This is an optimization exercise on Yosys and OpenROAD, whose aim is small area, a short achievable clock period and few clock cycles per item, not a production implementation. RTL that was checked went through simulation tests only; none was proved equivalent to the original.

== v38 ==
Design nru_itoa, start of the top module:
module nru_itoa (
    input  wire        clk,
    input  wire        rst_n,       
    input  wire        start,
    input  wire        ptr,         
    input  wire [63:0] value,       
    input  wire [31:0] prec,        
    input  wire [7:0]  flags,       
    output wire        ready,
    output reg         done,
    output wire [9:0]  span_start,
    output wire [9:0]  span_len,
    output reg  [15:0] head,
    output reg  [1:0]  hlen,
    input  wire [8:0]  rd_addr,
    output wire [7:0]  rd_data
);
==> flow/config.mk <==
export PLATFORM = sky130hd
export DESIGN_NAME = nru_itoa
export DESIGN_NICKNAME = nru_itoa
export VERILOG_FILES = /design/flow/design.v
export SDC_FILE = /design/flow/constraint.sdc
export NUM_CORES = 4
export LEC_CHECK = 0
export ABC_CLOCK_PERIOD_IN_PS = 3500
export CAP_MARGIN = 20
export CORE_MARGIN = 2
export CORE_UTILIZATION = 40
export SETUP_SLACK_MARGIN = 1.5
export SLEW_MARGIN = 20
export SYNTH_HIERARCHICAL = 1
export SYNTH_MINIMUM_KEEP_SIZE = 0
==> flow/constraint.sdc <==
create_clock -name core_clock -period 6.0 [get_ports {clk}]
set_input_delay 1.2000 -clock core_clock [delete_from_list [all_inputs] [get_ports {clk}]]
set_output_delay 1.2000 -clock core_clock [all_outputs]
set_load 0.01 [all_outputs]
standard.sh (not shown) runs the stock make flow with config.mk's settings and CLKGATE_MAP_FILE= SYNTH_SCRIPT=/design/flow/synth_recipe.tcl, a recipe that flattens the netlist after the stock synthesis.
==> flow/flow/run.sh <==
#!/bin/bash
# The standard layout, with port buffers that timing repair may resize.
set -euo pipefail
bash standard.sh MATCH_CELL_FOOTPRINT=0 'BUFFER_PORTS_ARGS=-buffer_cell sky130_fd_sc_hd__buf_2' finish > flow.log 2>&1
Input-level comparison between v24 and v38:
- swapping 1.5 for 2.5 in SETUP_SLACK_MARGIN
Findings:
v24 was carried through to the last stage, and its layout satisfied the timing, DRC and antenna checks.
The higher worst setup margin came out of v38.
Compared with v38, v24 ends up with more cell area.
| amount of wire on met3 after detailed routing | v24 vs v38 | about 35% higher |
From v24 to v38, adder-cell share of the synthesized area did not move at all.
Diff v38 -> v24: via count went up by 3302, maximum frequency shows a reduction of about 9%, number of antenna violations at the first check in global routing fell by 8.
Taking v38 as 1.0, v24 lands at 2.2 on buffer count excluding the clock tree in the final layout.
Re number of fill cells in the layout: v38 and v24 aren't equal, and the higher value belongs to v38.
No functional check of the RTL was part of any run of this note.


== before ==
Another version of the RTL of nru_itoa (not shown whole).
Size: about 2800 cells after synthesis, ~170 I/O pins, roughly 20000 µm² of cells after synthesis.
## nru_itoa
module nru_itoa (
    input  wire        clk,
    input  wire        rst_n,       
    input  wire        start,
    input  wire        ptr,         
    input  wire [63:0] value,       
    input  wire [31:0] prec,        
    input  wire [7:0]  flags,       
    output wire        ready,
    output reg         done,
    output wire [9:0]  span_start,
    output wire [9:0]  span_len,
    output reg  [15:0] head,
    output reg  [1:0]  hlen,
    input  wire [8:0]  rd_addr,
    output wire [7:0]  rd_data
);
export LEC_CHECK = 0
export ABC_CLOCK_PERIOD_IN_PS = 3500
export CAP_MARGIN = 20
export CORE_MARGIN = 2
export CORE_UTILIZATION = 60
export PLACE_DENSITY = 0.75
export SETUP_SLACK_MARGIN = 1.25
export SLEW_MARGIN = 20
export SYNTH_HIERARCHICAL = 1
export SYNTH_MINIMUM_KEEP_SIZE = 0
create_clock -name core_clock -period 6.0 [get_ports {clk}]
Scripts as last shown in full above: flow/flow/run.sh
The flow did not stop early for before: all stages ran, and the layout cleared the timing, DRC and antenna checks.
Testbench counts of before, summed over its fixed seeds: cycles 13,482, items 4,800.
diff inputs: before => after
Settings: removing PLACE_DENSITY (formerly 0.75); changing CORE_UTILIZATION from 60 to 40.
### Flow results
- When after is measured against before, its cell area after layout turns out about 1.8% higher.
- Taking before as the reference, in after share of post-route cells with drive strength above 1 +0.24 points; global-route usage lost 13 points.
- Cmp before and after / detailed-routing iteration count for the pre-antenna-repair pass / higher: before
- Going from before to after, synthesized cell count saw little to no change; flip-flop and latch area saw little to no change; period utilization saw a decrease.

## static timing again, ports no longer ideal
The flow's constraints put no driver on any port. The routed layouts listed below were extracted and timed again, unchanged, in two steps.
Step 1, drivers: a clkbuf_16 drives clk and a buf_2 each remaining input, both assumed.
Step 2, shift: input delay + t, output delay - t, t = (earliest + latest rising clock arrival at the registers) / 2. This alone moves slack from input paths to output paths.
Three values: ideal ports, drivers, drivers and shift; two values: the first two.
| run | shift t [ns] | setup WS [ns] | worst slew at a driven data input, ns |
|---|---|---|---|
| v38 | 0.512 | 0.960 / 0.899 / 1.021 | 0.17 |
| v24 | 0.514 | 0.482 / 0.421 / 0.935 | 0.10 |
| before | 0.477 | 1.225 / 1.136 / 0.775 | 0.16 |
| after | 0.497 | 1.251 / 1.261 / 0.776 | 0.10 |
After both steps setup and hold are still met in every run listed. For after, which loses most, drivers alone change the setup slack by +0.010 ns; drivers and shift together by -0.475 ns.
